This design comes from an exercise in tuning for small area and few clock cycles on the open sky130 flow, not from production work. At most, simulation tests tie the RTL to the original design; equivalence was not proved. Function not checked in runs 4 and 5: the RTL went through the layout flow alone. No activity file was given, so power comes from the tool's default toggle rates.

## flow/config.mk

```make
export PLATFORM = sky130hd
export DESIGN_NAME = spieeprom
export DESIGN_NICKNAME = spieeprom
export VERILOG_FILES = /design/flow/design.v
export SDC_FILE = /design/flow/constraint.sdc
export NUM_CORES = 4
export LEC_CHECK = 0
export CAP_MARGIN = 20
export CORE_MARGIN = 2
export CORE_UTILIZATION = 40
export PLACE_DENSITY = 0.6
export SLEW_MARGIN = 20
```

## flow/constraint.sdc

```tcl
create_clock -name core_clock -period 10.0 [get_ports {clk}]
set_input_delay 2.0000 -clock core_clock [delete_from_list [all_inputs] [get_ports {clk}]]
set_output_delay 2.0000 -clock core_clock [all_outputs]
set_load 0.01 [all_outputs]
```

## flow/design.v

```verilog
module spieeprom (
    input  wire         clk,
    input  wire         rst,           
    input  wire         cmd_valid,
    input  wire [31:0]  cmd_word,      
    input  wire [4:0]   cmd_len,       
    input  wire [127:0] cmd_wdata,     
    output wire [7:0]   seq_status,    
    output reg  [7:0]   sr_last,
    output reg  [127:0] rdata,         
    output wire         cs_n,
    output wire         xfer_valid,
    output reg  [7:0]   xfer_tx,
    input  wire         xfer_ready,
    input  wire [7:0]   xfer_rx,
    input  wire         xfer_err
);
    localparam [4:0] OP_WRITE        = 5'h01;
    localparam [4:0] OP_READ         = 5'h02;
    localparam [4:0] OP_READ_ID      = 5'h03;
    localparam [4:0] OP_DPD_ENTER    = 5'h04;
    localparam [4:0] OP_DPD_RELEASE  = 5'h05;
    localparam [4:0] OP_ERASE_SECTOR = 5'h06;
    localparam [4:0] OP_ERASE_CHIP   = 5'h07;
    localparam [4:0] OP_HW_EN        = 5'h0C;
    localparam [4:0] OP_HW_DIS       = 5'h0D;
    localparam [4:0] OP_IS_WIP       = 5'h0E;
    localparam [4:0] OP_IS_WPEN      = 5'h0F;
    localparam [4:0] OP_IS_BP0       = 5'h10;
    localparam [4:0] OP_IS_BP1       = 5'h11;
    localparam [2:0] PH_RMW    = 3'd0;   
    localparam [2:0] PH_AWAIT1 = 3'd1;   
    localparam [2:0] PH_WREN   = 3'd2;   
    localparam [2:0] PH_MAIN   = 3'd3;   
    localparam [2:0] PH_AWAIT2 = 3'd4;   
    localparam [5:0] IDX0 = 6'd12;       
    reg          busy;
    reg          active;      
    reg  [2:0]   phase;
    reg  [4:0]   op;
    reg  [23:0]  addr;
    reg  [4:0]   lm1;         
    reg  [5:0]   idx;         
    reg  [2:0]   poll_cnt;    
    reg          done;
    reg  [1:0]   errcode;
    reg          rbit;
    reg  [1:0]   wphase;
    assign seq_status = {wphase, rbit, errcode, |errcode, done, busy};
    assign cs_n       = ~active;
    assign xfer_valid = active;
    wire [4:0] in_op = cmd_word[4:0];
    wire in_illegal = (cmd_word[7:5] != 3'b000) ||
                      (in_op == 5'h00) || (in_op > OP_IS_BP1) ||
                      (((in_op == OP_WRITE) || (in_op == OP_READ)) && (cmd_len > 5'd16));
    wire in_writer  = (in_op == OP_WRITE) || (in_op == OP_ERASE_SECTOR) || (in_op == OP_ERASE_CHIP);
    wire op_query  = (op >= OP_IS_WIP);
    wire op_rmw    = (op >= 5'h08) && (op <= OP_HW_DIS);
    wire op_writer = (op == OP_WRITE) || (op == OP_ERASE_SECTOR) || (op == OP_ERASE_CHIP);
    wire accept = !busy && cmd_valid;
    reg [4:0] last_idx;
    always @(*) begin
        case (phase)
            PH_WREN: last_idx = 5'd12;
            PH_MAIN: begin
                case (op)
                    OP_WRITE, OP_READ: last_idx = {~lm1[4], lm1[3:0]};
                    OP_READ_ID:        last_idx = 5'd16;
                    OP_ERASE_SECTOR:   last_idx = 5'd15;
                    OP_DPD_ENTER, OP_DPD_RELEASE, OP_ERASE_CHIP: last_idx = 5'd12;
                    default:           last_idx = 5'd13;    
                endcase
            end
            default: last_idx = 5'd13;                      
        endcase
    end
    wire last = (idx[4:0] == last_idx);
    wire [3:0] slot  = idx[3:0];
    wire [7:0] sbyte = rdata[slot*8 +: 8];
    reg [7:0] rmw_val;
    always @(*) begin
        case (op)
            OP_HW_EN:  rmw_val = sbyte | 8'h80;
            OP_HW_DIS: rmw_val = sbyte & 8'h7F;
            default:   rmw_val = (sbyte & 8'hF3) | {4'd0, op[1:0], 2'b00};
        endcase
    end
    reg query_bit;
    always @(*) begin
        case (op)
            OP_IS_WIP:  query_bit = xfer_rx[0];
            OP_IS_WPEN: query_bit = xfer_rx[7];
            OP_IS_BP0:  query_bit = xfer_rx[2];
            default:    query_bit = xfer_rx[3];
        endcase
    end
    reg [7:0] abyte;      
    reg [7:0] sebyte;     
    always @(*) begin
        case (idx[1:0])
            2'd1:    begin abyte = addr[23:16]; sebyte = addr[8:1];         end
            2'd2:    begin abyte = addr[15:8];  sebyte = {addr[0], 7'd0};   end
            default: begin abyte = addr[7:0];   sebyte = 8'd0;              end
        endcase
    end
    wire first = (idx[4:0] == 5'd12);
    always @(*) begin
        xfer_tx = 8'h00;
        case (phase)
            PH_WREN: xfer_tx = 8'h06;
            PH_MAIN: begin
                case (op)
                    OP_WRITE:        xfer_tx = first ? 8'h02 : idx[4] ? sbyte : abyte;
                    OP_READ:         xfer_tx = first ? 8'h03 : idx[4] ? 8'h00 : abyte;
                    OP_READ_ID:      xfer_tx = first ? 8'hAB : 8'h00;
                    OP_DPD_ENTER:    xfer_tx = 8'hB9;
                    OP_DPD_RELEASE:  xfer_tx = 8'hAB;
                    OP_ERASE_SECTOR: xfer_tx = first ? 8'hD8 : sebyte;
                    OP_ERASE_CHIP:   xfer_tx = 8'hC7;
                    default:         xfer_tx = first ? 8'h01 : rmw_val;
                endcase
            end
            default: xfer_tx = idx[0] ? 8'h00 : 8'h05;    
        endcase
    end
    wire xfer_ok = active && xfer_ready && !xfer_err;
    wire settle   = (phase == PH_MAIN) && (op == OP_DPD_RELEASE);
    wire wait_end = settle               ? (idx == 6'd11) :
                    (poll_cnt != 3'd0)   ? (idx == 6'd15) : 1'b1;
    always @(posedge clk) begin
        if (rst) begin
            busy     <= 1'b0;
            active   <= 1'b0;
            done     <= 1'b0;
            errcode  <= 2'd0;
            rbit     <= 1'b0;
            wphase   <= 2'b00;
        end else if (!busy) begin
            if (cmd_valid) begin
                op       <= in_op;
                addr     <= cmd_word[31:8];
                lm1      <= cmd_len - 5'd1;
                idx      <= IDX0;
                poll_cnt <= 3'd0;
                rbit     <= 1'b0;
                if (in_illegal) begin
                    done    <= 1'b1;
                    errcode <= 2'd1;
                end else begin
                    done    <= 1'b0;
                    errcode <= 2'd0;
                    busy    <= 1'b1;
                    active  <= 1'b1;
                    phase   <= (in_op >= 5'h08) ? PH_RMW :
                               in_writer        ? PH_AWAIT1 : PH_MAIN;
                end
            end
        end else if (active) begin
            if (xfer_ready) begin
                if (xfer_err) begin
                    active  <= 1'b0;
                    busy    <= 1'b0;
                    done    <= 1'b1;
                    errcode <= 2'd2;
                end else if (!last) begin
                    idx <= idx + 6'd1;
                end else begin
                    active <= 1'b0;
                    idx    <= IDX0;
                    case (phase)
                        PH_RMW: begin
                            if (op_query) begin
                                rbit <= query_bit;
                                busy <= 1'b0;
                                done <= 1'b1;
                            end else begin
                                phase <= PH_AWAIT1;
                            end
                        end
                        PH_AWAIT1, PH_AWAIT2: begin
                            if (!xfer_rx[0]) begin
                                wphase   <= 2'b00;
                                poll_cnt <= 3'd0;
                                if (phase == PH_AWAIT2) begin
                                    busy <= 1'b0;
                                    done <= 1'b1;
                                end else begin
                                    phase <= PH_WREN;
                                end
                            end else if (poll_cnt == 3'd7) begin
                                busy    <= 1'b0;
                                done    <= 1'b1;
                                errcode <= 2'd3;
                            end else begin
                                poll_cnt <= poll_cnt + 3'd1;
                            end
                        end
                        PH_WREN: begin
                            wphase <= 2'b01;
                            phase  <= PH_MAIN;
                        end
                        default: begin    
                            if (op_writer || op_rmw) begin
                                wphase <= 2'b10;
                                phase  <= PH_AWAIT2;
                            end else if (op != OP_DPD_RELEASE) begin
                                busy <= 1'b0;
                                done <= 1'b1;
                            end
                        end
                    endcase
                end
            end
        end else begin
            if (wait_end) begin
                idx <= IDX0;
                if (settle) begin
                    busy <= 1'b0;
                    done <= 1'b1;
                end else begin
                    active <= 1'b1;
                end
            end else begin
                idx <= idx + 6'd1;
            end
        end
    end
    always @(posedge clk)
        if (xfer_ok && idx[0] && (phase == PH_RMW || phase == PH_AWAIT1 || phase == PH_AWAIT2))
            sr_last <= xfer_rx;
    wire rx_we = xfer_ok && op != OP_WRITE && (phase == PH_RMW || phase == PH_MAIN);
    genvar gi;
    generate
        for (gi = 0; gi < 16; gi = gi + 1) begin : g_rd
            wire we   = rx_we && (slot == gi);
            wire hold = !accept && !we;
            always @(posedge clk)
                rdata[gi*8 +: 8] <= ({8{accept}} & cmd_wdata[gi*8 +: 8]) |
                                    ({8{we}}     & xfer_rx) |
                                    ({8{hold}}   & rdata[gi*8 +: 8]);
        end
    endgenerate
endmodule
```

## flow/flow/run.sh

```bash
#!/bin/bash
# Standard synthesis and layout; the only change is the cell buffer_ports
# puts on every input and output port (the smallest buffer instead of the
# default delay buffer).
set -euo pipefail
bash standard.sh synth > synth.log 2>&1
bash standard.sh 'BUFFER_PORTS_ARGS=-buffer_cell sky130_fd_sc_hd__buf_1' finish > layout.log 2>&1
```

## flow/standard.sh

```bash
#!/bin/bash
# synth_recipe.tcl (not shown) runs the flow's synth.tcl, then flattens the netlist and writes it again
# the make line also repeats each setting of config.mk as NAME=value (left out here)
make -C /OpenROAD-flow-scripts/flow DESIGN_CONFIG=/design/flow/config.mk WORK_HOME=/design/flow/orfs CLKGATE_MAP_FILE= SYNTH_SCRIPT=/design/flow/synth_recipe.tcl "${@:-finish}"
```

==> impl_metrics.tcl, run 1 <==
set metrics [dict create \
    status "no timing/DRC/antenna violations" \
    worst_r2r_path_depth 7 \
    crit_chain "buf_4 > ha_1 > nand2_1 > nor4_1 > a221oi_1 > o22ai_1 > nand2_1 > a22oi_1 > buf_1" \
    routed_wl_mm 36.1 \
    syn_avg_cell_area_um2 9.28 \
    yosys.area_share.adder_pct 1.03 \
    slowest_delay_ns 0.68 \
    comb_power_share_pct 28.9 \
    diodes 0 \
    stdcell_count 1650 \
    via_count 9323 \
    synthXorXnorAreaFrac_pct 0.995 \
    fill_cells 2341 \
    dieArea_um2 25500 \
    tns_ns 0 \
    async_reset_ff_share_pct 0 \
    synth_edf_count 54 \
    crit_required_ns 8.00 \
    ys_types 71 \
    ir_drop_v 0.000109 \
    routed_via_density 5.65 \
    switchingPower_uw 951 \
    yosysWarnings 1 \
    fin_util_pct 49.4 \
    fin_hold_ws_ns 0.459 \
    synth_area_leaders "dfxtp_1 (28%), edfxtp_1 (17%), nand2_1 (11%)" \
    cts_hold_repair.buffers 0 \
    setup_viol 0 \
    p_int_mw 1.63 \
    placedCellCount 1618 \
    crit_slowest_cell "ha_1" \
    cts-root-buf "clkbuf_16" \
    die_h_um 160 \
    numCtsBuffers 17 \
    grt_max_degree 82 \
    avgRoutedWirePerCell_um 21.9 \
    hold_depth 2 \
    power_density_nw_per_um2 222 \
    cap_violations 0 \
    cp_common_cell "nand2_1" \
    holdPathEnd "rdata[72]" \
    synth_area_um2 9690 \
    worstSetupEndpointType "output port" \
    synth_ff_type "dfxtp_1" \
    r2r_end "rdata[100]" \
    drc 0 \
    ys_seq_elements 190 \
    maxSlewHeadroom_pct 24.8 \
    cts_setup_buffers 0 \
    grt_pass1_vias 8887 \
    cts.sink_count 190 \
    finalPower_mw 2.58 \
    rrSetupSlack_ns 6.84 \
    cts_tree "built" \
    worstHoldStart "rdata[72]" \
    cp-startpoint "idx[0]" \
    antenna_found_initial 0 \
    rr_startpoint "op[3]" \
    synth_top_area_cell "dfxtp_1" \
    initial_core_util_pct 41.0 \
    synthDominantCellAreaShare_pct 28.1 \
    syn2layout_area_growth_pct 20.4 \
    power_leakage_nw 4.53 \
    drt_iter0_markers 736 \
    ys_seq_area_share_pct 44.9 \
    dp_hpwl_mm 27.0 \
    antenna_left 0 \
    clkPwrFrac_pct 28.1 \
    crit_path_start_kind "flip-flop" \
    cts-htree-levels 4 \
    final_nets 1504 \
    grt_usage_pct 27.8 \
    firstDrtPassIters 5 \
    pin_count 332 \
    clkLatencyLatePin_ns 0.44 \
    finalHoldViolations 0 \
    synthCells 1044 \
    die_w_um 160 \
    fin_skew_ns 0.0191 \
    overflow 0 \
    synthSimpleGateAreaFrac_pct 20.6 \
    max_freq_ghz 0.176 \
    syn_nets 1230 \
    cts_resized 0 \
    hold_path.class "flip-flop to flip-flop" \
    path_max_fanout 38 \
    max-clock-path-buffers 2 \
    synth_compound_area_share_pct 18.0 \
    fin_crit_ns 5.69 \
    rsz0062_at_grt "false" \
    worstSetupPathType "flip-flop to output port" \
    portBuffers 331 \
    place.gp.congestion 0.874 \
    cts.clk_slew.worst_paths_ns 0.09 \
    swShare_pct 36.8 \
    drive_above_1_share_pct 8.26 \
    grt_pass1_wl_mm 55.0 \
    synth_top_family_by_area "simple AND/OR/NAND/NOR gates" \
    synth_mux_area_share_pct 9.74 \
    rows 56 \
    worstPathArrival_ns 3.69 \
    drv_slew 0 \
    tightest_slew_ns 1.13 \
    fin_crit_sh_pct 56.9 \
    seqPwrFrac_pct 43.1 \
    core_um2 23600 \
]
[cell families (layout without fill, tap and decap cells)]
kind of cell / count (synthesis) / in the layout
compound gates: 242 / 242
xor+xnor: 11 / 11
fa+ha+maj: 8 / 8
buf+inv: 104 / 391
flops: 190 / 190
mux: 44 / 44
simple gates: 445 / 445
[worst max-delay path, delay by kind of cell, from the launching register on]
| kind | cells | cell delay [ns] |
|---|---|---|
| and+or+nand+nor | 3 | 0.83 |
| AOI/OAI and AO/OA | 3 | 0.61 |
| DFF | 1 | 0.35 |
| buffers and inverters | 2 | 0.79 |
| adders and majority gates | 1 | 0.68 |
[worst max path at each step]
stage          depth (start not counted)         end
2_1_floorplan                         12  xfer_tx[0]
3_3_place_gp                           9  xfer_tx[2]
3_5_place_dp                           9  xfer_tx[2]
4_1_cts                                9  xfer_tx[2]
5_1_grt                                9  xfer_tx[2]
6_report                               9  xfer_tx[2]
[cell usage in the layout, fill, tap and decap left out, drive strengths merged, types with 6 or more instances in the layout]
cell	count
buf	343
xor2	6
dfxtp	136
or2	6
ha	8
and3	20
nor2	45
mux4	40
inv	23
and2	9
a22oi	136
nand3	15
o21ai	21
nand2	291
nor3	12
nand4	6
a31oi	8
nor2b	14
a21oi	29
a211oi	6
edfxtp	54
nand2b	6
clkbuf	18
[synth_stat cells, drive strengths merged (14+ instances only)]
library cell and n:
nand2 291, a22oi 136, dfxtp 136, edfxtp 54
clkbuf 50, nor2 45, mux4 40, buf 38
a21oi 29, o21ai 21, and3 20, inv 16
nand3 15, nor2b 14
[registers in the layout, indices dropped and copies added (netlist names), 2 cells and up]
| name | flops |
|---|---|
| idx | 6 |
| lm1 | 5 |
| rdata | 128 |
| poll_cnt | 3 |
| wphase | 2 |
| op | 5 |
| addr | 24 |
| sr_last | 8 |
| phase | 3 |
| errcode | 2 |
[metal layers]
metal  track usage [%]  share of wire (%)  up-vias
met5                 0                  0        -
met4              7.44                2.2        0
met3              5.70                8.7       42
met2              46.4                 48      505
met1              36.7                 41     4445
li1                  -                  -     4331
[metrics by stage]
stage	setup slack (ns)	area, um^2
after global routing	4.00	11700
after CTS	4.26	11700
final	4.31	11700
after global placement	4.71	11000
after floorplan	5.28	9690
after detailed placement	4.74	11000
[layout make-up]
class | count | area, um^2 | share of cell area (%)
clock buffer | 18 | 429 | 3.68
tap | 319 | 399 | 3.42
clock inverter | 14 | 195 | 1.67
inverter | 16 | 60.1 | 0.515
sequential | 190 | 4340 | 37.3
multi-input combinational | 750 | 4900 | 42.0
timing repair buffer | 343 | 1340 | 11.5
[power groups by stage]
stage / sequential [mW] / combinational, mW / clock [mW]
finish: 1.11 / 0.746 / 0.725
global route: 1.13 / 0.813 / 0.767
CTS: 1.11 / 0.747 / 0.736
detailed placement: 1.12 / 0.745 / 0
global placement: 1.13 / 0.738 / 0
floorplan: 1.12 / 0.422 / 0
Testbench counts, summed over its fixed seeds: cycles 136,086.
==> inputs of run 2 (changes only) <==
==> flow/run.sh (new file) <==
#!/bin/bash
# synth_recipe.tcl (not shown) runs the flow's synth.tcl, then flattens the netlist and writes it again
# the make line also repeats each setting of config.mk as NAME=value (left out here)
make -C /OpenROAD-flow-scripts/flow DESIGN_CONFIG=/design/flow/config.mk WORK_HOME=/design/flow/orfs CLKGATE_MAP_FILE= SYNTH_SCRIPT=/design/flow/synth_recipe.tcl finish
removed: flow/flow/run.sh
removed: flow/standard.sh
==> impl_metrics.tcl, run 2 <==
set metrics [dict create \
    fill_cells 2105 \
    crit_family "buffers and inverters" \
    grt_usage_pct 29.3 \
    cts.sink_count 190 \
    synthCells 1044 \
    async_reset_ff_share_pct 0 \
    stdcell_count 1648 \
    max-clock-path-buffers 2 \
    worstSetupPathType "flip-flop to output port" \
    largest_reg_flops 128 \
    syn_nets 1230 \
    syn_avg_cell_area_um2 9.28 \
    die_w_um 160 \
    synth_area_um2 9690 \
    cp-startpoint "idx[1]" \
    final_nets 1500 \
    synth_area_leaders "dfxtp_1 (28%), edfxtp_1 (17%), nand2_1 (11%)" \
    numCtsBuffers 17 \
    grt_pass1_wl_mm 57.1 \
    firstDrtPassIters 5 \
    regMostFlops "rdata" \
    path_max_fanout 39 \
    setup.worst_path.end "xfer_tx[5]" \
    drv_slew 0 \
    setup_viol 0 \
    reg_top3 "rdata x128, addr x24, sr_last x8" \
    power_density_nw_per_um2 202 \
    crit_chain "buf_4 > inv_1 > ha_1 > nand2_1 > nor4_1 > a22o_1 > a221oi_1 > nor3_1 > clkdlybuf4s50_1" \
    power_leakage_nw 5.37 \
    fin_ws_ns 3.93 \
    synthDominantCellAreaShare_pct 28.1 \
    placedCellCount 1614 \
    crit_required_ns 8.00 \
    overflow 0 \
    fin_hold_ws_ns 0.452 \
    status "no timing/DRC/antenna violations" \
    cap_violations 0 \
    synth_ff_type "dfxtp_1" \
    drive_above_1_share_pct 7.91 \
    maxSlewHeadroom_pct 19.6 \
    grt_max_degree 80 \
    ir_drop_v 0.000140 \
    die_h_um 160 \
    synth_top_area_cell "dfxtp_1" \
    final_common_cell "clkdlybuf4s50_1" \
    rows 56 \
    cts_setup_buffers 0 \
    crit_buf_inv 3 \
    dp_hpwl_mm 28.6 \
    ys_seq_elements 190 \
    worstPathArrival_ns 4.07 \
    crit_path_start_kind "flip-flop" \
    dieArea_um2 25500 \
    tns_ns 0 \
    synth_common_cells "nand2_1 (291), a22oi_1 (136), dfxtp_1 (136)" \
    cts_hold_repair.buffers 0 \
    ys_seq_area_share_pct 44.9 \
    cts_tree "built" \
    rr_startpoint "busy" \
    slowest_delay_ns 0.71 \
    ys_types 71 \
    crit_cells 9 \
    cts_resized 0 \
    yosysWarnings 1 \
    syn2layout_area_growth_pct 40.7 \
    finalHoldViolations 0 \
    cts-root-buf "clkbuf_16" \
    rsz0062_at_grt "false" \
    layout_common_cells "clkdlybuf4s50_1 (331), nand2_1 (291), a22oi_1 (136), dfxtp_1 (136), edfxtp_1 (54)" \
    routed_wl_mm 38.2 \
    clkLatencyLatePin_ns 0.44 \
    worstHoldStart "rdata[24]" \
    via_count 9272 \
    cts-htree-levels 4 \
    routed_via_density 5.63 \
    hold_path.class "flip-flop to flip-flop" \
    fin_skew_ns 0.0122 \
    fin_crit_sh_pct 60.7 \
    initial_core_util_pct 41.0 \
    antenna_left 0 \
    tightest_slew_ns 1.20 \
    pre_cts_ws_ns 4.35 \
    avgRoutedWirePerCell_um 23.2 \
    max_freq_ghz 0.165 \
    grt_pass1_vias 9116 \
    fin_crit_ns 6.07 \
    worstSetupEndpointType "output port" \
    crit_slowest_cell "ha_1" \
    synth_most_common_cell "nand2_1" \
    r2r_end "rdata[106]" \
    drt_iter0_markers 623 \
    synth_edf_count 54 \
    core_um2 23600 \
    place.gp.congestion 0.894 \
    pin_count 332 \
    worst_r2r_path_depth 6 \
    portBuffers 331 \
    cts.clk_slew.worst_paths_ns 0.07 \
    rrSetupSlack_ns 6.91 \
    antenna_found_initial 2 \
    drc 0 \
]
[run 2: worst min-delay path by stage]
stage	to	slack, ns	depth (start not counted)
floorplan	rbit	0.44	2
global placement	rdata[24]	0.44	2
detailed placement	rdata[24]	0.45	2
CTS	rdata[24]	0.46	2
global route	rdata[24]	0.47	2
finish	rdata[24]	0.45	2
[run 2: per-layer routing]
| metal | vias up | part of all wire (%) | global-route usage, % |
|---|---|---|---|
| met5 | - | 0 | 0 |
| met1 | 4443 | 41 | 37.7 |
| met3 | 61 | 8.5 | 7.58 |
| met4 | 0 | 3.2 | 11.1 |
| li1 | 4324 | - | - |
| met2 | 444 | 47 | 47.4 |
[run 2: cell families (layout without fill, tap and decap cells)]
logic type	after synthesis	in the layout	share of synthesized area, %
adders and majority gates	8	8	1.03
DFF	190	190	44.9
muxes	44	44	9.74
buffers and inverters	104	387	4.78
AOI/OAI and AO/OA	242	242	18.0
other	0	2	0
xor gates and xnor gates	11	11	0.995
and+or+nand+nor	445	445	20.6
[run 2: report_power, final]
group	internal [mW]	leakage [nW]	switching [mW]	total, mW
clock	0.331	0.273	0.333	0.663
sequential	0.951	1.64	0.172	1.12
combinational	0.508	3.46	0.455	0.963
total	1.79	5.37	0.959	2.75
[run 2: worst reg2reg max path: cells and delay by family, from the launching register on]
| kind | cells | cell delay (ns) |
|---|---|---|
| buffers and inverters | 2 | 1.50 |
| DFF | 1 | 0.55 |
| and+or+nand+nor | 4 | 0.92 |
[run 2: per-stage QoR]
step | area, um^2 | util (%) | power (mW)
2_1_floorplan | 9690 | - | 1.54
3_3_place_gp | 13100 | 55.3 | 2.09
3_5_place_dp | 13100 | 55.3 | 2.09
4_1_cts | 13600 | 57.7 | 2.75
5_1_grt | 13600 | 57.7 | 2.87
6_report | 13600 | 57.7 | 2.75
[run 2: cell type report]
cell class                      count  area (um^2)  share of cell area, %
Sequential cell                   190         4340                   31.9
Inverter                           16         60.1                  0.441
Timing Repair Buffer              339         3370                   24.8
Clock buffer                       19          433                   3.18
Multi-Input combinational cell    750         4890                   35.9
Clock inverter                     13          125                  0.918
Tap cell                          319          399                   2.93
Antenna cell                        2         5.00                 0.0367
==> inputs of run 3 (changes only) <==
==> flow/flow/run.sh (new file) <==
#!/bin/bash
# Standard synthesis and layout with two changes: buffer_ports puts the
# smallest buffer on every input and output port, and the clock tree is built
# from clkbuf_8 cells without dummy loads.
set -euo pipefail
bash standard.sh synth > synth.log 2>&1
bash standard.sh 'BUFFER_PORTS_ARGS=-buffer_cell sky130_fd_sc_hd__buf_1' \
  'CTS_ARGS=-sink_clustering_enable -repair_clock_nets -dont_use_dummy_load -buf_list sky130_fd_sc_hd__clkbuf_8' \
  finish > layout.log 2>&1
==> flow/standard.sh (new file) <==
#!/bin/bash
# synth_recipe.tcl (not shown) runs the flow's synth.tcl, then flattens the netlist and writes it again
# the make line also repeats each setting of config.mk as NAME=value (left out here)
make -C /OpenROAD-flow-scripts/flow DESIGN_CONFIG=/design/flow/config.mk WORK_HOME=/design/flow/orfs CLKGATE_MAP_FILE= SYNTH_SCRIPT=/design/flow/synth_recipe.tcl "${@:-finish}"
removed: flow/run.sh
==> impl_metrics.tcl, run 3 <==
set metrics [dict create \
    status "no timing/DRC/antenna violations" \
    ir_drop_v 0.0000890 \
    swShare_pct 38.1 \
    syn_avg_cell_area_um2 9.28 \
    tightest_slew_ns 1.14 \
    cts-htree-levels 4 \
    cts.clk_slew.worst_paths_ns 0.12 \
    largest_reg_flops 128 \
    worstHoldStart "rdata[72]" \
    maxSlewHeadroom_pct 24.2 \
    ys_types 71 \
    cap_violations 0 \
    ys_seq_area_share_pct 44.9 \
    via_count 9263 \
    grt_pass1_vias 8881 \
    diodes 0 \
    rows 56 \
    r2r_end "rdata[100]" \
    cts_setup_buffers 0 \
    place.gp.congestion 0.874 \
    die_w_um 160 \
    fin_skew_ns 0.0491 \
    die_h_um 160 \
    fin_crit_sh_pct 57.0 \
    final_nets 1504 \
    dieArea_um2 25500 \
    dp_hpwl_mm 27.0 \
    pin_count 332 \
    drc 0 \
    portBuffers 331 \
    stdcell_count 1635 \
    async_reset_ff_share_pct 0 \
    routed_wl_mm 36.0 \
    power_density_nw_per_um2 200 \
    grt_usage_pct 27.8 \
    synthDominantCellAreaShare_pct 28.1 \
    drv_slew 0 \
    drt_iter0_markers 736 \
    comb_power_share_pct 33.0 \
    worstPathArrival_ns 3.70 \
    cts.sink_count 190 \
    worst_r2r_path_depth 7 \
    regMostFlops "rdata" \
    rr_startpoint "op[3]" \
    setup_viol 0 \
    crit_required_ns 8.00 \
    ys_seq_elements 190 \
    place_area_um2 11000 \
    crit_path_start_kind "flip-flop" \
    synth_top_area_cell "dfxtp_1" \
    firstDrtPassIters 5 \
    finalHoldViolations 0 \
    fill_cells 2382 \
    tns_ns 0 \
    syn_nets 1230 \
    cts_tree "built" \
    path_max_fanout 38 \
    numCtsBuffers 17 \
    cp_common_cell "nand2_1" \
    core_um2 23600 \
    grt_max_degree 82 \
    cts-root-buf "clkbuf_8" \
    clkLatencyLatePin_ns 0.48 \
    max_freq_ghz 0.175 \
    crit_chain "buf_4 > ha_1 > nand2_1 > nor4_1 > a221oi_1 > o22ai_1 > nand2_1 > a22oi_1 > buf_1" \
    synthCells 1044 \
    worstSetupPathType "flip-flop to output port" \
    seqPwrFrac_pct 49.3 \
    synth_area_um2 9690 \
    synth_area_leaders "dfxtp_1 (28%), edfxtp_1 (17%), nand2_1 (11%)" \
    syn2layout_area_growth_pct 16.4 \
    crit_slowest_cell "ha_1" \
    synth_edf_count 54 \
    slowest_delay_ns 0.68 \
    switchingPower_uw 861 \
    cts_hold_repair.buffers 0 \
    hold_depth 2 \
    placedCellCount 1618 \
    p_int_mw 1.40 \
    rsz0062_at_grt "false" \
    hold_path.class "flip-flop to flip-flop" \
    worstSetupEndpointType "output port" \
    grt_pass1_wl_mm 54.9 \
    crit_buf_inv 2 \
    synth_most_common_cell "nand2_1" \
    initial_core_util_pct 41.0 \
    yosysWarnings 1 \
    synth_common_cells "nand2_1 (291), a22oi_1 (136), dfxtp_1 (136)" \
    crit_family "simple AND/OR/NAND/NOR gates" \
    clkPwrFrac_pct 17.8 \
    max-clock-path-buffers 2 \
    finalInstanceArea_um2 11300 \
    drive_above_1_share_pct 7.29 \
    routed_via_density 5.67 \
    avgRoutedWirePerCell_um 22.0 \
    power_leakage_nw 4.36 \
    fin_crit_ns 5.70 \
    reg_top3 "rdata x128, addr x24, sr_last x8" \
    layout_common_cells "buf_1 (331), nand2_1 (291), a22oi_1 (136), dfxtp_1 (136), edfxtp_1 (54)" \
    overflow 0 \
    antenna_left 0 \
    synth_ff_type "dfxtp_1" \
    rrSetupSlack_ns 6.80 \
    antenna_found_initial 0 \
    fin_hold_ws_ns 0.463 \
    final_common_cell "buf_1" \
    holdPathEnd "rdata[72]" \
    cts_resized 0 \
]
[run 3: cells by family (layout without fill, tap and decap cells)]
logic type	Yosys count	after routing	share of synthesized area [%]
simple gates	445	445	20.6
buf+inv	104	376	4.78
flops	190	190	44.9
mux	44	44	9.74
fa+ha+maj	8	8	1.03
xor+xnor	11	11	0.995
compound gates	242	242	18.0
[run 3: cell type report]
type	count	area [um^2]	share of cell area, %
Multi-Input combinational cell	750	4900	43.5
Sequential cell	190	4340	38.5
Timing Repair Buffer	343	1340	11.9
Tap cell	319	399	3.54
Clock buffer	17	234	2.08
Inverter	16	60.1	0.533
[run 3: per-layer routing]
layer | up-vias | share of wire, % | global-route usage (%)
li1 | 4318 | - | -
met5 | - | 0 | 0
met2 | 451 | 49 | 46.5
met1 | 4452 | 42 | 36.7
met4 | 0 | 2.0 | 7.23
met3 | 42 | 7.5 | 5.78
[run 3: through the flow]
step	utilization [%]	total power [mW]	setup WS [ns]
2_1_floorplan	-	1.54	5.28
3_5_place_dp	46.7	1.87	4.74
3_3_place_gp	46.7	1.86	4.71
6_report	47.7	2.26	4.30
4_1_cts	47.7	2.26	4.23
5_1_grt	47.7	2.38	3.97
[run 3: how the worst max path moves through the flow]
stage            from         end  slack, ns  depth (start not counted)
6_report       idx[0]  xfer_tx[2]       4.30                          9
5_1_grt        idx[0]  xfer_tx[2]       3.97                          9
4_1_cts        idx[0]  xfer_tx[2]       4.23                          9
3_5_place_dp   idx[0]  xfer_tx[2]       4.74                          9
3_3_place_gp   idx[0]  xfer_tx[2]       4.71                          9
2_1_floorplan  idx[0]  xfer_tx[0]       5.28                         12
[run 3: power by group through the flow]
stage	logic (mW)	clock network, mW	registers (mW)
finish	0.745	0.402	1.11
global route	0.813	0.436	1.13
CTS	0.747	0.408	1.11
detailed placement	0.745	0	1.12
global placement	0.738	0	1.13
floorplan	0.422	0	1.12
[run 3: tightest hold or removal path, stage by stage (launching register included)]
cell	delay [ns]
dfxtp_1	0.34
nand2_1	0.05
nand2_1	0.04
==> inputs of run 4 (changes only) <==
--- a/flow/design.v
+++ b/flow/design.v
@@ -78,3 +78,3 @@
     wire [3:0] slot  = idx[3:0];
-    wire [7:0] sbyte = rdata[slot*8 +: 8];
+    wire [7:0] sbyte = rdata[7:0];
     reg [7:0] rmw_val;
@@ -230,3 +230,6 @@
             sr_last <= xfer_rx;
-    wire rx_we = xfer_ok && op != OP_WRITE && (phase == PH_RMW || phase == PH_MAIN);
+    wire rx_we = xfer_ok && op != OP_WRITE && (phase == PH_MAIN);
+    wire rx_all = xfer_ok && (phase == PH_RMW);
+    wire rot   = xfer_ok && op == OP_WRITE && phase == PH_MAIN && idx[4];
+    wire [127:0] rdata_rot = {rdata[7:0], rdata[127:8]};
     genvar gi;
@@ -234,4 +237,4 @@
         for (gi = 0; gi < 16; gi = gi + 1) begin : g_rd
-            wire we   = rx_we && (slot == gi);
-            wire hold = !accept && !we;
+            wire we   = rx_all || (rx_we && (slot == gi));
+            wire hold = !accept && !we && !rot;
             always @(posedge clk)
@@ -239,2 +242,3 @@
                                     ({8{we}}     & xfer_rx) |
+                                    ({8{rot}}    & rdata_rot[gi*8 +: 8]) |
                                     ({8{hold}}   & rdata[gi*8 +: 8]);
--- a/flow/config.mk
+++ b/flow/config.mk
@@ -7,6 +7,7 @@
 export LEC_CHECK = 0
+export ABC_AREA = 1
 export CAP_MARGIN = 20
 export CORE_MARGIN = 2
-export CORE_UTILIZATION = 40
-export PLACE_DENSITY = 0.6
+export CORE_UTILIZATION = 70
+export PLACE_DENSITY = 0.8
 export SLEW_MARGIN = 20
==> impl_metrics.tcl, run 4 <==
set metrics [dict create \
    status "no timing/DRC/antenna violations" \
    layout_common_cells "nand2_1 (431), buf_1 (330), nand3_1 (147)" \
    routed_wl_mm 33.5 \
    routed_via_density 6.43 \
    diodes 0 \
    syn_nets 1429 \
    synth_edf_count 54 \
    use_met1_pct 51.8 \
    drt_iter0_markers 1763 \
    fin_crit_sh_pct 49.2 \
    hold_depth 2 \
    overflow 0 \
    firstDrtPassIters 6 \
    avgRoutedWirePerCell_um 19.4 \
    pin_count 332 \
    grtUsageMet3_pct 12.0 \
    synth_most_common_cell "nand2_1" \
    via_count 11076 \
    crit_chain "inv_1 > ha_1 > nand2_1 > inv_1 > nand2_1 > nor2_1 > nand2_1 > o2111ai_1 > nand3_1 > nand3_1 > buf_1" \
    rsz0062_at_grt "false" \
    fin_skew_ns 0.0251 \
    drive_above_1_share_pct 4.52 \
    fin_util_pct 83.2 \
    path_max_fanout 10 \
    power_leakage_nw 4.45 \
    worstSetupEndpointType "output port" \
    reg_top3 "rdata x128, addr x24, sr_last x8" \
    place.gp.congestion 1.05 \
    core_um2 13200 \
    power_density_nw_per_um2 146 \
    hold_path.class "flip-flop to flip-flop" \
    cts.clk_slew.worst_paths_ns 0.07 \
    synth_area_leaders "dfxtp_1 (29%), edfxtp_1 (17%), nand2_1 (17%)" \
    synth_ff_type "dfxtp_1" \
    die_h_um 120 \
    fin_ws_ns 5.08 \
    cp_common_cell "nand2_1" \
    ys_seq_elements 190 \
    slowest_delay_ns 0.60 \
    ir_drop_v 0.0000864 \
    finalPower_mw 1.60 \
    ys_seq_area_share_pct 46.1 \
    regMostFlops "rdata" \
    initial_core_util_pct 71.4 \
    async_reset_ff_share_pct 0 \
    cts.sink_count 190 \
    yosysWarnings 1 \
    crit_path_start_kind "flip-flop" \
    synth_common_cells "nand2_1 (431), nand3_1 (147), dfxtp_1 (136)" \
    antenna_left 0 \
    cts_resized 0 \
    tns_ns 0 \
    worstSetupPathType "flip-flop to output port" \
    pre_cts_ws_ns 5.56 \
    placedCellCount 1706 \
    max-clock-path-buffers 2 \
    max_freq_ghz 0.203 \
    cts_hold_repair.buffers 0 \
    fin_hold_ws_ns 0.476 \
    cts_tree "built" \
    portBuffers 331 \
    numCtsBuffers 17 \
    grt_pass1_wl_mm 50.9 \
    rr_startpoint "phase[2]" \
    crit_required_ns 8.00 \
    grt_util_met2_pct 73.7 \
    cts-htree-levels 4 \
    stdcell_count 1723 \
    ys_types 43 \
    clkLatencyLatePin_ns 0.47 \
    syn_avg_cell_area_um2 7.58 \
    setup_viol 0 \
    rows 42 \
    grt_max_degree 91 \
    worst_r2r_path_depth 11 \
    finalHoldViolations 0 \
    die_w_um 120 \
    synthCells 1243 \
    grt_busiest_layer "met2" \
    worstHoldStart "wphase[1]" \
    tightest_slew_ns 1.09 \
    cts-root-buf "clkbuf_8" \
    cp-startpoint "idx[0]" \
    crit_buf_inv 3 \
    cts_setup_buffers 0 \
    fill_cells 932 \
    synth_top_area_cell "dfxtp_1" \
    crit_slowest_cell "ha_1" \
    drc 0 \
    fin_crit_ns 4.92 \
    grt_usage_pct 45.2 \
    synth_area_um2 9420 \
    dp_hpwl_mm 24.6 \
    maxSlewHeadroom_pct 27.5 \
    final_common_cell "nand2_1" \
    grt_pass1_vias 10231 \
    largest_reg_flops 128 \
    finalInstanceArea_um2 11000 \
    worstPathArrival_ns 2.92 \
    place_area_um2 10700 \
    final_nets 1735 \
    antenna_found_initial 0 \
    crit_cells 11 \
    drv_slew 0 \
    crit_family "simple AND/OR/NAND/NOR gates" \
    synthDominantCellAreaShare_pct 28.9 \
    cap_violations 0 \
    dieArea_um2 14400 \
    syn2layout_area_growth_pct 16.5 \
]
-- run 4: cell types whose count changed after synthesis, sizes merged, moves of 21 or more --
cell | previous run | this run
nor2 | 45 | 87
nand2 | 291 | 440
nand3 | 15 | 150
a22oi | 136 | 98
nand4 | 6 | 33
buf | 38 | 17
inv | 16 | 81
mux4 | 40 | 0
-- run 4: worst reg2reg max path: cells and delay by family (launching register included) --
family / cells / cell delay (ns)
buffers and inverters: 4 / 1.21
flip-flops: 1 / 0.44
AND/OR/NAND/NOR: 7 / 1.24
-- run 4: layout make-up --
class                   count  area, um^2  area share, %
flip-flops and latches    190        4340           39.6
clock buffers              17         234           2.13
repair buffers            340        1310           11.9
well taps                 176         220           2.01
inverters                  83         313           2.85
multi-input cells         917        4550           41.5
-- run 4: path summary, 6_finish.rpt --
kind	to	slack (ns)
setup / recovery	xfer_tx[1]	5.08
hold / removal	wphase[1]	0.48
setup reg to reg	rdata[25]	7.01
hold reg to reg	wphase[1]	0.48
-- run 4: where the power goes --
group          leakage [nW]  total, mW  internal [mW]  switching [mW]
clock network         0.122      0.390          0.151           0.239
logic                  2.69      0.282         0.0965           0.186
registers              1.64      0.931          0.862          0.0684
-- run 4: layer usage --
layer,vias up,wire length (um)
li1,4862,-
met1,4972,11000
met2,999,15500
met3,243,4450
met4,0,2480
met5,-,0
-- run 4: kinds of logic (layout without fill, tap and decap cells) --
group	count (synthesis)	count (layout)	synth area share, %
AOI/OAI and AO/OA	177	177	13.2
xor gates and xnor gates	7	7	0.651
adders and majority gates	8	8	1.06
buffers and inverters	136	440	5.73
DFF	190	190	46.1
and+or+nand+nor	725	725	33.3
==> inputs of run 5 (changes only) <==
--- a/flow/design.v
+++ b/flow/design.v
@@ -77,4 +77,5 @@
     wire last = (idx[4:0] == last_idx);
-    wire [3:0] slot  = idx[3:0];
     wire [7:0] sbyte = rdata[7:0];
+    wire [3:0] entry = (lm1[3:0] == 4'd0) ? 4'd0 : {lm1[3], 3'b111};
+    wire [5:0] align_end = {2'b01, entry} + 6'd1;
     reg [7:0] rmw_val;
@@ -127,3 +128,5 @@
     wire settle   = (phase == PH_MAIN) && (op == OP_DPD_RELEASE);
+    wire align    = (phase == PH_MAIN) && (op == OP_READ);
     wire wait_end = settle               ? (idx == 6'd11) :
+                    align                ? (idx + 6'd1 == align_end) :
                     (poll_cnt != 3'd0)   ? (idx == 6'd15) : 1'b1;
@@ -161,5 +164,9 @@
                     active  <= 1'b0;
-                    busy    <= 1'b0;
-                    done    <= 1'b1;
                     errcode <= 2'd2;
+                    if (align && idx[4]) begin
+                        phase <= PH_MAIN;
+                    end else begin
+                        busy <= 1'b0;
+                        done <= 1'b1;
+                    end
                 end else if (!last) begin
@@ -169,2 +176,4 @@
                     idx    <= IDX0;
+                    if (align && idx[4])
+                        idx <= idx + 6'd1;
                     case (phase)
@@ -205,3 +214,4 @@
                                 phase  <= PH_AWAIT2;
-                            end else if (op != OP_DPD_RELEASE) begin
+                            end else if (!(op == OP_DPD_RELEASE ||
+                                           (align && idx[4] && idx + 6'd1 != align_end))) begin
                                 busy <= 1'b0;
@@ -216,3 +226,3 @@
                 idx <= IDX0;
-                if (settle) begin
+                if (settle || align) begin
                     busy <= 1'b0;
@@ -230,6 +240,10 @@
             sr_last <= xfer_rx;
-    wire rx_we = xfer_ok && op != OP_WRITE && (phase == PH_MAIN);
-    wire rx_all = xfer_ok && (phase == PH_RMW);
-    wire rot   = xfer_ok && op == OP_WRITE && phase == PH_MAIN && idx[4];
-    wire [127:0] rdata_rot = {rdata[7:0], rdata[127:8]};
+    wire sh_rd   = (phase == PH_MAIN) && (op == OP_READ) && idx[4];
+    wire sh_xfer = xfer_ok && ((phase == PH_MAIN && (op == OP_WRITE || op == OP_READ) && idx[4]) ||
+                               (phase == PH_MAIN && op == OP_READ_ID && idx[4]) ||
+                               (phase == PH_RMW && idx[0]));
+    wire sh      = sh_xfer || (busy && !active && align);    
+    wire [3:0] ent = (phase == PH_MAIN && op == OP_READ) ? entry : 4'd0;
+    wire [135:0] rd_next = {xfer_rx, rdata};
+    wire hold = !accept && !sh;       
     genvar gi;
@@ -237,8 +251,11 @@
         for (gi = 0; gi < 16; gi = gi + 1) begin : g_rd
-            wire we   = rx_all || (rx_we && (slot == gi));
-            wire hold = !accept && !we && !rot;
+            wire [7:0] src;
+            if (gi == 15 || gi == 0 || gi == 7
+               )
+                assign src = (gi == 15 || (ent == gi && op != OP_WRITE)) ? xfer_rx : rd_next[gi*8+8 +: 8];
+            else
+                assign src = rd_next[gi*8+8 +: 8];
             always @(posedge clk)
                 rdata[gi*8 +: 8] <= ({8{accept}} & cmd_wdata[gi*8 +: 8]) |
-                                    ({8{we}}     & xfer_rx) |
-                                    ({8{rot}}    & rdata_rot[gi*8 +: 8]) |
+                                    ({8{sh}}     & src) |
                                     ({8{hold}}   & rdata[gi*8 +: 8]);
--- a/flow/config.mk
+++ b/flow/config.mk
@@ -7,7 +7,6 @@
 export LEC_CHECK = 0
-export ABC_AREA = 1
 export CAP_MARGIN = 20
 export CORE_MARGIN = 2
-export CORE_UTILIZATION = 70
-export PLACE_DENSITY = 0.8
+export CORE_UTILIZATION = 60
+export PLACE_DENSITY = 0.75
 export SLEW_MARGIN = 20
==> impl_metrics.tcl, run 5 <==
set metrics [dict create \
    status "no timing/DRC/antenna violations" \
    synthDominantCellAreaShare_pct 30.5 \
    antenna_left 0 \
    overflow 0 \
    place.gp.congestion 0.953 \
    async_reset_ff_share_pct 0 \
    drv_slew 0 \
    cts_tree "built" \
    tightest_slew_ns 1.10 \
    grt_max_degree 97 \
    comb_power_share_pct 16.1 \
    crit_path_start_kind "flip-flop" \
    ys_seq_area_share_pct 48.7 \
    hold_path.class "flip-flop to flip-flop" \
    syn_nets 1177 \
    synth_ff_type "dfxtp_1" \
    synth_area_leaders "dfxtp_1 (31%), edfxtp_1 (18%), a22oi_1 (11%)" \
    drive_above_1_share_pct 3.47 \
    layout_common_cells "buf_1 (331), nand2_1 (255), dfxtp_1 (136)" \
    swShare_pct 29.3 \
    ys_seq_elements 190 \
    regMostFlops "rdata" \
    worstSetupEndpointType "output port" \
    cts_setup_buffers 0 \
    clkPwrFrac_pct 24.7 \
    fin_crit_sh_pct 51.8 \
    power_leakage_nw 4.14 \
    drt_iter0_markers 892 \
    seqPwrFrac_pct 59.2 \
    synth_compound_area_share_pct 21.4 \
    synth_area_um2 8920 \
    synth_mux_area_share_pct 2.60 \
    dieArea_um2 15900 \
    switchingPower_uw 458 \
    ir_drop_v 0.000113 \
    die_w_um 126 \
    synth_common_cells "nand2_1 (255), dfxtp_1 (136), a22oi_1 (128)" \
    routed_via_density 6.00 \
    cts.clk_slew.worst_paths_ns 0.09 \
    largest_reg_flops 128 \
    power_density_nw_per_um2 151 \
    synth_top_family_by_area "compound AO/OA/AOI/OAI gates" \
    crit_required_ns 8.00 \
    cts-htree-levels 4 \
    synth_most_common_cell "nand2_1" \
    routed_wl_mm 28.2 \
    slowest_delay_ns 0.60 \
    crit_slowest_cell "edfxtp_1" \
    worstPathArrival_ns 3.18 \
    portBuffers 331 \
    maxSlewHeadroom_pct 26.6 \
    syn2layout_area_growth_pct 16.2 \
    yosysWarnings 1 \
    synthSimpleGateAreaFrac_pct 20.2 \
    yosys.area_share.adder_pct 1.35 \
    cts-root-buf "clkbuf_8" \
    synthCells 991 \
    finalHoldViolations 0 \
    dp_hpwl_mm 20.9 \
    fin_skew_ns 0.0243 \
    rows 44 \
    ys_types 77 \
    grt_usage_pct 34.6 \
    rrSetupSlack_ns 6.04 \
    syn_avg_cell_area_um2 9.00 \
    clkLatencyLatePin_ns 0.47 \
    avgRoutedWirePerCell_um 19.4 \
    p_int_mw 1.11 \
    die_h_um 126 \
    cts.sink_count 190 \
    diodes 0 \
    cts_resized 0 \
    grt_pass1_vias 7880 \
    initial_core_util_pct 61.4 \
    final_common_cell "buf_1" \
    tns_ns 0 \
    reg_top3 "rdata x128, addr x24, sr_last x8" \
    drc 0 \
    via_count 8713 \
    setup_viol 0 \
    path_max_fanout 16 \
    synth_edf_count 54 \
    max_freq_ghz 0.193 \
    firstDrtPassIters 7 \
    antenna_found_initial 0 \
    worstSetupPathType "flip-flop to output port" \
    rsz0062_at_grt "false" \
    fill_cells 1235 \
    grt_pass1_wl_mm 43.4 \
    fin_crit_ns 5.18 \
    crit_chain "inv_1 > ha_1 > nand3_1 > nor2_1 > and3_1 > o21ai_0 > a21boi_0 > a211oi_1 > buf_1" \
    numCtsBuffers 17 \
    synthXorXnorAreaFrac_pct 1.36 \
    cts_hold_repair.buffers 0 \
    max-clock-path-buffers 2 \
    pin_count 332 \
    final_nets 1457 \
    cap_violations 0 \
    synth_top_area_cell "dfxtp_1" \
    fin_hold_ws_ns 0.458 \
    core_um2 14500 \
]
run 5: layout make-up:
| type | count | area, um^2 | share of cell area (%) |
|---|---|---|---|
| well taps | 184 | 230 | 2.22 |
| inverters | 15 | 56.3 | 0.543 |
| repair buffers | 337 | 1290 | 12.4 |
| multi-input cells | 710 | 4220 | 40.7 |
| clock buffers | 17 | 234 | 2.26 |
| flip-flops and latches | 190 | 4340 | 41.9 |
run 5: cell families (layout without fill, tap and decap cells):
family / Yosys count / after routing
xor gates and xnor gates: 13 / 13
muxes: 23 / 23
buffers and inverters: 91 / 369
adders and majority gates: 10 / 10
AOI/OAI and AO/OA: 266 / 266
DFF: 190 / 190
and+or+nand+nor: 398 / 398
run 5: path summary, 6_finish.rpt:
check / startpoint / end / cells past startpoint
worst max-delay path: idx[0] / xfer_tx[7] / 9
worst min-delay path: rdata[20] / rdata[20] / 2
worst max register to register: op[0] / rdata[63] / 8
worst min register to register: rdata[20] / rdata[20] / 2
run 5: metrics by stage:
stage	area, um^2	setup WS [ns]	utilization, %	std cells	power, mW
floorplan	8920	5.51	-	991	1.07
global placement	10100	5.23	69.7	1436	1.19
detailed placement	10100	5.23	69.7	1436	1.19
CTS	10400	4.79	71.3	1453	1.56
global route	10400	4.53	71.3	1453	1.63
finish	10400	4.82	71.3	1453	1.56
run 5: critical path: cells and delay by family (launching register included):
| family | cells | cell delay (ns) |
|---|---|---|
| AOI/OAI and AO/OA | 3 | 0.79 |
| and+or+nand+nor | 3 | 0.77 |
| DFF | 1 | 0.60 |
| buffers and inverters | 2 | 0.39 |
| adders and majority gates | 1 | 0.18 |
run 5: layer usage:
layer | global-route usage (%) | vias up | part of all wire (%)
met5 | 0 | - | 0
met4 | 13.2 | 0 | 3.7
met3 | 7.48 | 69 | 8.0
met2 | 55.0 | 440 | 47
met1 | 46.8 | 4080 | 41
li1 | - | 4124 | -
run 5: power by group through the flow:
stage	logic, mW	clock network, mW	registers (mW)
final	0.251	0.386	0.926
after global routing	0.278	0.418	0.933
after CTS	0.251	0.390	0.924
after detailed placement	0.250	0	0.941
after global placement	0.245	0	0.940
after floorplan	0.122	0	0.947
==> inputs of run 6 (changes only) <==
--- a/flow/design.v
+++ b/flow/design.v
@@ -40,3 +40,2 @@
     reg  [4:0]   op;
-    reg  [23:0]  addr;
     reg  [4:0]   lm1;         
@@ -44,2 +43,4 @@
     reg  [2:0]   poll_cnt;    
+    reg  [23:0]  abytes;      
+    wire [151:0] chain = {rdata, abytes};
     reg          done;
@@ -56,2 +57,5 @@
     wire in_writer  = (in_op == OP_WRITE) || (in_op == OP_ERASE_SECTOR) || (in_op == OP_ERASE_CHIP);
+    wire [23:0] in_abytes = (in_op == OP_ERASE_SECTOR) ?
+                            {8'd0, cmd_word[8], 7'd0, cmd_word[16:9]} :
+                            {cmd_word[15:8], cmd_word[23:16], cmd_word[31:24]};
     wire op_query  = (op >= OP_IS_WIP);
@@ -76,4 +80,5 @@
     end
-    wire last = (idx[4:0] == last_idx);
-    wire [7:0] sbyte = rdata[7:0];
+    wire last  = (idx[4:0] == last_idx);
+    wire first = (idx[4:0] == 5'd12);
+    wire [7:0] cbyte = chain[7:0];
     wire [3:0] entry = (lm1[3:0] == 4'd0) ? 4'd0 : {lm1[3], 3'b111};
@@ -83,5 +88,5 @@
         case (op)
-            OP_HW_EN:  rmw_val = sbyte | 8'h80;
-            OP_HW_DIS: rmw_val = sbyte & 8'h7F;
-            default:   rmw_val = (sbyte & 8'hF3) | {4'd0, op[1:0], 2'b00};
+            OP_HW_EN:  rmw_val = cbyte | 8'h80;
+            OP_HW_DIS: rmw_val = cbyte & 8'h7F;
+            default:   rmw_val = (cbyte & 8'hF3) | {4'd0, op[1:0], 2'b00};
         endcase
@@ -97,12 +102,2 @@
     end
-    reg [7:0] abyte;      
-    reg [7:0] sebyte;     
-    always @(*) begin
-        case (idx[1:0])
-            2'd1:    begin abyte = addr[23:16]; sebyte = addr[8:1];         end
-            2'd2:    begin abyte = addr[15:8];  sebyte = {addr[0], 7'd0};   end
-            default: begin abyte = addr[7:0];   sebyte = 8'd0;              end
-        endcase
-    end
-    wire first = (idx[4:0] == 5'd12);
     always @(*) begin
@@ -113,4 +108,4 @@
                 case (op)
-                    OP_WRITE:        xfer_tx = first ? 8'h02 : idx[4] ? sbyte : abyte;
-                    OP_READ:         xfer_tx = first ? 8'h03 : idx[4] ? 8'h00 : abyte;
+                    OP_WRITE:        xfer_tx = first ? 8'h02 : cbyte;
+                    OP_READ:         xfer_tx = first ? 8'h03 : idx[4] ? 8'h00 : cbyte;
                     OP_READ_ID:      xfer_tx = first ? 8'hAB : 8'h00;
@@ -118,3 +113,3 @@
                     OP_DPD_RELEASE:  xfer_tx = 8'hAB;
-                    OP_ERASE_SECTOR: xfer_tx = first ? 8'hD8 : sebyte;
+                    OP_ERASE_SECTOR: xfer_tx = first ? 8'hD8 : cbyte;
                     OP_ERASE_CHIP:   xfer_tx = 8'hC7;
@@ -143,3 +138,2 @@
                 op       <= in_op;
-                addr     <= cmd_word[31:8];
                 lm1      <= cmd_len - 5'd1;
@@ -165,5 +159,3 @@
                     errcode <= 2'd2;
-                    if (align && idx[4]) begin
-                        phase <= PH_MAIN;
-                    end else begin
+                    if (!(align && idx[4])) begin
                         busy <= 1'b0;
@@ -240,23 +232,30 @@
             sr_last <= xfer_rx;
-    wire sh_rd   = (phase == PH_MAIN) && (op == OP_READ) && idx[4];
-    wire sh_xfer = xfer_ok && ((phase == PH_MAIN && (op == OP_WRITE || op == OP_READ) && idx[4]) ||
-                               (phase == PH_MAIN && op == OP_READ_ID && idx[4]) ||
+    wire m_main = (phase == PH_MAIN);
+    wire sh_xfer = xfer_ok && ((m_main && (op == OP_WRITE || op == OP_READ || op == OP_ERASE_SECTOR) && !first) ||
+                               (m_main && op == OP_READ_ID && idx[4]) ||
                                (phase == PH_RMW && idx[0]));
-    wire sh      = sh_xfer || (busy && !active && align);    
-    wire [3:0] ent = (phase == PH_MAIN && op == OP_READ) ? entry : 4'd0;
-    wire [135:0] rd_next = {xfer_rx, rdata};
+    wire sh   = sh_xfer || (busy && !active && align);
     wire hold = !accept && !sh;       
+    wire [4:0] ent = (m_main && op == OP_READ)    ? {1'b0, entry} + 5'd3 :
+                     (m_main && op == OP_READ_ID) ? 5'd3 :
+                     (phase == PH_RMW)            ? 5'd0 : 5'd31;
+    wire [151:0] in_chain = {cmd_wdata, in_abytes};
+    wire [159:0] up       = {xfer_rx, chain};
     genvar gi;
     generate
-        for (gi = 0; gi < 16; gi = gi + 1) begin : g_rd
+        for (gi = 0; gi < 19; gi = gi + 1) begin : g_ch
             wire [7:0] src;
-            if (gi == 15 || gi == 0 || gi == 7
+            if (gi == 18 || gi == 0 || gi == 3 || gi == 10
                )
-                assign src = (gi == 15 || (ent == gi && op != OP_WRITE)) ? xfer_rx : rd_next[gi*8+8 +: 8];
+                assign src = (gi == 18 || ent == gi) ? xfer_rx : up[gi*8+8 +: 8];
             else
-                assign src = rd_next[gi*8+8 +: 8];
-            always @(posedge clk)
-                rdata[gi*8 +: 8] <= ({8{accept}} & cmd_wdata[gi*8 +: 8]) |
-                                    ({8{sh}}     & src) |
-                                    ({8{hold}}   & rdata[gi*8 +: 8]);
+                assign src = up[gi*8+8 +: 8];
+            wire [7:0] nxt = ({8{accept}} & in_chain[gi*8 +: 8]) |
+                             ({8{sh}}     & src) |
+                             ({8{hold}}   & chain[gi*8 +: 8]);
+            if (gi < 3) begin : g_a
+                always @(posedge clk) abytes[gi*8 +: 8] <= nxt;
+            end else begin : g_d
+                always @(posedge clk) rdata[gi*8-24 +: 8] <= nxt;
+            end
         end
--- a/flow/config.mk
+++ b/flow/config.mk
@@ -7,2 +7,3 @@
 export LEC_CHECK = 0
+export ABC_AREA = 1
 export CAP_MARGIN = 20
==> impl_metrics.tcl, run 6 <==
set metrics [dict create \
    status "no timing/DRC/antenna violations" \
    hold_depth 2 \
    cts-htree-levels 4 \
    dieArea_um2 15800 \
    numCtsBuffers 17 \
    antenna_found_initial 0 \
    antenna_left 0 \
    crit_required_ns 10.38 \
    fin_skew_ns 0.0329 \
    ys_types 45 \
    async_reset_ff_share_pct 0 \
    holdPathEnd "rdata[100]" \
    r2r_end "abytes[14]" \
    pin_count 332 \
    avgRoutedWirePerCell_um 17.4 \
    portBuffers 331 \
    tightest_slew_ns 0.982 \
    layout_common_cells "nand2_1 (360), buf_1 (331), dfxtp_1 (160)" \
    hold_path.class "flip-flop to flip-flop" \
    cts-root-buf "clkbuf_8" \
    place_area_um2 10100 \
    synth_top_area_cell "dfxtp_1" \
    worstSetupEndpointType "flip-flop" \
    drt_iter0_markers 1072 \
    multiInputGateArea_um2 4050 \
    cts_resized 0 \
    final_nets 1623 \
    firstDrtPassIters 7 \
    dp_hpwl_mm 21.0 \
    routed_via_density 5.74 \
    syn_avg_cell_area_um2 7.79 \
    power_leakage_nw 4.48 \
    ys_seq_area_share_pct 46.1 \
    final_common_cell "nand2_1" \
    reg_top3 "rdata x128, abytes x24, sr_last x8" \
    crit_path_start_kind "primary input" \
    yosysWarnings 1 \
    synth_most_common_cell "nand2_1" \
    synth_ff_type "dfxtp_1" \
    synth_common_cells "nand2_1 (360), dfxtp_1 (160), a22oi_1 (120)" \
    synth_area_leaders "dfxtp_1 (36%), nand2_1 (15%), a22oi_1 (10%)" \
    drv_slew 0 \
    synthDominantCellAreaShare_pct 36.0 \
    power_density_nw_per_um2 151 \
    fin_crit_ns 5.02 \
    seqCellArea_um2 4100 \
    routed_wl_mm 28.3 \
    via_count 9309 \
    initial_core_util_pct 61.2 \
    worstPathArrival_ns 5.41 \
    grt_pass1_wl_mm 43.7 \
    max-clock-path-buffers 2 \
    die_w_um 126 \
    diodes 0 \
    setup_viol 0 \
    syn_nets 1326 \
    cap_violations 0 \
    fill_cells 1333 \
    rsz0062_at_grt "false" \
    tns_ns 0 \
    worstHoldStart "rdata[100]" \
    clkLatencyLatePin_ns 0.48 \
    rr_startpoint "idx[0]" \
    cts.clk_slew.worst_paths_ns 0.08 \
    rows 44 \
    synth_edf_count 30 \
    grt_pass1_vias 8438 \
    cts_hold_repair.buffers 0 \
    place.gp.congestion 0.984 \
    syn2layout_area_growth_pct 16.1 \
    grt_max_degree 94 \
    ir_drop_v 0.000100 \
    synthCells 1142 \
    worst_r2r_path_depth 15 \
    ys_seq_elements 190 \
    overflow 0 \
    cp-startpoint "xfer_err" \
    finalInstanceArea_um2 10300 \
    path_max_fanout 93 \
    drc 0 \
    worstSetupPathType "primary input to flip-flop" \
    pre_cts_ws_ns 4.59 \
    grt_usage_pct 34.6 \
    die_h_um 126 \
    cts_setup_buffers 0 \
    drive_above_1_share_pct 4.52 \
    maxSlewHeadroom_pct 34.5 \
    rrSetupSlack_ns 5.28 \
    fin_crit_sh_pct 50.2 \
    synth_area_um2 8900 \
    cts.sink_count 190 \
    cts_tree "built" \
    max_freq_ghz 0.199 \
    largest_reg_flops 128 \
    regMostFlops "rdata" \
    finalHoldViolations 0 \
    fin_ws_ns 4.98 \
    core_um2 14500 \
]
## run 6: changes by cell type in the layout (fill, tap and decap cells not counted), sizes merged, moves of 11 or more
cell | before | now
nor2 | 45 | 65
inv | 15 | 110
and3 | 14 | 0
a31oi | 12 | 1
o21ai | 31 | 62
dfxtp | 136 | 160
mux2i | 22 | 0
edfxtp | 54 | 30
nand3 | 14 | 51
nand2 | 255 | 368
o221ai | 1 | 26
## run 6: cells by family after synthesis
logic type	synth area share, %
compound gates	20.3
xor+xnor	0.295
fa+ha+maj	0.844
buf+inv	8.56
flops	46.1
simple gates	23.9
## run 6: per-stage QoR
step / total power [mW] / util (%) / hold WS, ns / std cells
after floorplan: 1.06 / - / 0.426 / 1142
after global placement: 1.17 / 69.5 / 0.439 / 1604
after detailed placement: 1.18 / 69.5 / 0.453 / 1604
after CTS: 1.56 / 71.1 / 0.465 / 1621
after global routing: 1.62 / 71.1 / 0.484 / 1621
final: 1.56 / 71.1 / 0.464 / 1621
## run 6: power by group
group          leakage, nW  switching, mW  internal, mW  total, mW
registers             1.62         0.0547         0.847      0.902
clock network        0.122          0.241         0.151      0.392
logic                 2.74          0.169        0.0955      0.265
total                 4.48          0.465          1.09       1.56
## run 6: final cells by class
cell class              instances  share of cell area (%)
multi-input cells             780                    39.2
flip-flops and latches        190                    39.7
clock buffers                  17                    2.26
well taps                     184                    2.23
repair buffers                337                    12.5
inverters                     113                    4.13
## run 6: routing by layer
metal	wire (um)	vias to the layer above	track usage, %	part of all wire (%)
li1	-	4459	-	-
met1	11400	4323	44.1	40
met2	13500	456	57.0	48
met3	2280	71	7.86	8.1
met4	1100	0	14.7	3.9
met5	0	-	0	0
## run 6: worst max-delay path, cell delays in order
cell and delay (ns):
buf_1 0.24, nor2_1 0.13, o21ai_2 0.10, nand2_4 0.33
inv_2 0.55, nand2_2 0.49, clkinv_2 0.47, buf_4 0.78
nand2_1 0.10, o211ai_1 0.11
## run 6: how the worst max path moves through the flow
stage	depth (start not counted)	to
6_report	10	abytes[14]
5_1_grt	10	abytes[14]
4_1_cts	10	abytes[12]
3_5_place_dp	10	abytes[12]
3_3_place_gp	10	abytes[12]
2_1_floorplan	7	xfer_tx[5]
Testbench counts of run 6, summed over its fixed seeds: cycles 138,859.
==> inputs of run 7 (changes only) <==
==> flow/flow/run.sh (replaced) <==
#!/bin/bash
# Standard layout with three changes:
# - synthesis: the standard synthesis script, with an area-oriented abc
#   script for the technology mapping (flow/my_synth.tcl, flow/abc_area.abc);
# - buffer_ports puts the smallest buffer on every input and output port;
# - the clock tree is built from clkbuf_8 cells without dummy loads.
set -euo pipefail
here=$(pwd)
export MY_ABC_SCRIPT=$here/flow/abc_area.abc
export FLOW_SYNTH_TCL=$here/synth_recipe.tcl
bash standard.sh SYNTH_SCRIPT=$here/flow/my_synth.tcl synth > synth.log 2>&1
bash standard.sh SYNTH_SCRIPT=$here/flow/my_synth.tcl \
  'BUFFER_PORTS_ARGS=-buffer_cell sky130_fd_sc_hd__buf_1' \
  'CTS_ARGS=-sink_clustering_enable -repair_clock_nets -dont_use_dummy_load -buf_list sky130_fd_sc_hd__clkbuf_8' \
  finish > layout.log 2>&1
==> flow/flow/abc_area.abc (new file) <==
strash
&get -n
&deepsyn -T 120
&put
dch -f
amap
==> flow/flow/my_synth.tcl (new file) <==
# The standard synthesis (synth_recipe.tcl) with one change: the final
# abc technology mapping runs an area-oriented abc script (abc_area.abc)
# instead of ORFS's. Registers are mapped before abc (dfflibmap), so they are
# the standard synthesis's.
proc abc {args} {
  set i [lsearch -exact $args -script]
  if { $i >= 0 } {
    set args [lreplace $args $i [expr {$i + 1}] -script $::env(MY_ABC_SCRIPT)]
  }
  puts "abc with area script: $args"
  yosys abc {*}$args
}
source $::env(FLOW_SYNTH_TCL)
--- a/flow/config.mk
+++ b/flow/config.mk
@@ -7,3 +7,2 @@
 export LEC_CHECK = 0
-export ABC_AREA = 1
 export CAP_MARGIN = 20
==> impl_metrics.tcl, run 7 <==
set metrics [dict create \
    antenna_found_initial 0 \
    tns_ns 0 \
    grt_pass1_wl_mm 39.5 \
    rsz0062_at_grt "false" \
    largest_reg_flops 128 \
    dr_wl_met2_mm 11.8 \
    worst_r2r_path_depth 17 \
    synth_ff_type "dfxtp_1" \
    path_max_fanout 67 \
    grt_max_degree 102 \
    tightest_slew_ns 1.01 \
    synth_edf_count 30 \
    grt_usage_pct 35.9 \
    cts_hold_repair.buffers 0 \
    layout_common_cells "buf_1 (331), clkinv_1 (185), dfxtp_1 (160)" \
    cts-htree-levels 4 \
    reg_top3 "rdata x128, abytes x24, sr_last x8" \
    synth_area_leaders "dfxtp_1 (41%), a222oi_1 (14%), edfxtp_1 (12%)" \
    place.gp.congestion 0.972 \
    wl_met3_mm 2.92 \
    synth_common_cells "clkinv_1 (187), dfxtp_1 (160), a222oi_1 (111)" \
    ys_seq_elements 190 \
    max-clock-path-buffers 2 \
    clkLatencyLatePin_ns 0.47 \
    ys_types 39 \
    power_density_nw_per_um2 162 \
    synth_most_common_cell "clkinv_1" \
    via_count 8252 \
    rr_startpoint "op[0]" \
    cts.clk_slew.worst_paths_ns 0.08 \
    worstPathArrival_ns 5.68 \
    crit_required_ns 10.31 \
    synth_top_area_cell "dfxtp_1" \
    drc 0 \
    initial_core_util_pct 61.3 \
    ys_seq_area_share_pct 53.0 \
    dp_hpwl_mm 19.1 \
    dieArea_um2 13800 \
    drt_iter0_markers 1267 \
    place_area_um2 9260 \
    rrSetupSlack_ns 4.74 \
    crit_path_start_kind "primary input" \
    synthDominantCellAreaShare_pct 41.4 \
    status "no timing/DRC/antenna violations" \
    power_leakage_nw 3.30 \
    hold_path.class "flip-flop to flip-flop" \
    core_um2 12600 \
    portBuffers 331 \
    synth_compound_area_share_pct 28.0 \
    wl_met1_mm 9.66 \
    worstSetupPathType "primary input to flip-flop" \
    worstHoldStart "abytes[15]" \
    routed_wl_mm 25.6 \
    cts_tree "built" \
    syn_avg_cell_area_um2 9.65 \
    overflow 0 \
    drive_above_1_share_pct 2.59 \
    top_layer_used "met4" \
    r2r_end "abytes[6]" \
    placedCellCount 1312 \
    synth_mux_area_share_pct 0 \
    syn2layout_area_growth_pct 22.7 \
    synth_area_um2 7740 \
    die_h_um 118 \
    cts-root-buf "clkbuf_8" \
    syn_nets 986 \
    cap_violations 0 \
    yosys.area_share.adder_pct 0.970 \
    maxSlewHeadroom_pct 32.5 \
    stdcell_count 1329 \
    hold_depth 2 \
]
-- run 7: changes by cell type after synthesis, sizes merged, moves of 19 or more --
cell	previous run	this run
clkbuf	28	0
o21ai	62	42
clkinv	2	187
nand3	51	5
a221o	0	23
o221ai	26	7
nand2	368	37
inv	111	0
a22oi	120	17
a222oi	0	111
buf	31	3
-- run 7: layout make-up --
cell class | instances | area [um^2]
clock buffers | 17 | 234
fillers | 1014 | 3130
inverters | 187 | 706
multi-input cells | 422 | 2920
flip-flops and latches | 190 | 4100
well taps | 172 | 215
repair buffers | 341 | 1320
-- run 7: critical path, stage by stage --
cell      delay, ns
buf_1          0.08
clkinv_1       0.09
or3_1          0.45
o32ai_1        0.85
nor2_1         0.17
clkinv_2       0.59
nor2_4         0.03
buf_4          0.35
buf_4          0.42
a222oi_1       0.48
clkinv_1       0.13
-- run 7: metrics by stage --
| step | hold WS (ns) | power [mW] |
|---|---|---|
| final | 0.465 | 1.54 |
| after global routing | 0.470 | 1.60 |
| after CTS | 0.459 | 1.54 |
| after detailed placement | 0.458 | 1.17 |
| after global placement | 0.441 | 1.16 |
| after floorplan | 0.431 | 1.05 |
-- run 7: worst max-delay path by stage --
stage / start / to / slack [ns]
floorplan: xfer_ready / abytes[4] / 1.79
global placement: xfer_ready / rdata[85] / 4.45
detailed placement: xfer_ready / rdata[118] / 4.28
CTS: xfer_ready / rdata[118] / 4.78
global route: op[0] / abytes[6] / 4.34
finish: xfer_ready / rdata[53] / 4.62
-- run 7: report_power, final --
group | switching (mW) | internal [mW]
clock | 0.231 | 0.151
combinational | 0.150 | 0.101
sequential | 0.0570 | 0.848
total | 0.438 | 1.10
-- run 7: kinds of logic after synthesis --
| logic type | count (synthesis) |
|---|---|
| AOI/OAI and AO/OA | 262 |
| adders and majority gates | 6 |
| buffers and inverters | 190 |
| DFF | 190 |
| and+or+nand+nor | 154 |
-- run 7: routing by layer --
layer | vias to the layer above | GRT usage [%]
met2 | 542 | 58.2
met5 | - | 0
li1 | 3779 | -
met3 | 89 | 9.74
met4 | 0 | 18.5
met1 | 3842 | 44.1

==> static timing again, ports no longer ideal <==
Ports are ideal in the flow. The routed layouts listed here were re-timed in OpenROAD. Step 1: set_driving_cell puts a clkbuf_16 on clk and a buf_2 on each other input, an assumption about the parent block. Step 2 times the ports against the registers' clock, not the clock port: input delays grow and output delays shrink by t, the midpoint of the rising clock arrivals with the driver on. a / b / c = ideal ports / drivers / drivers and shift; a / b = the first two.
run	t, ns	setup slack, ns
run 1	0.475	4.310 / 4.264 / 4.738
run 2	0.480	3.925 / 3.877 / 4.357
run 3	0.502	4.297 / 4.256 / 4.757
run 4	0.497	5.077 / 5.037 / 5.498
run 5	0.497	4.816 / 4.778 / 5.168
run 6	0.496	4.976 / 4.990 / 4.494
run 7	0.488	4.621 / 4.633 / 4.145
After both steps setup and hold are still met in every run listed.
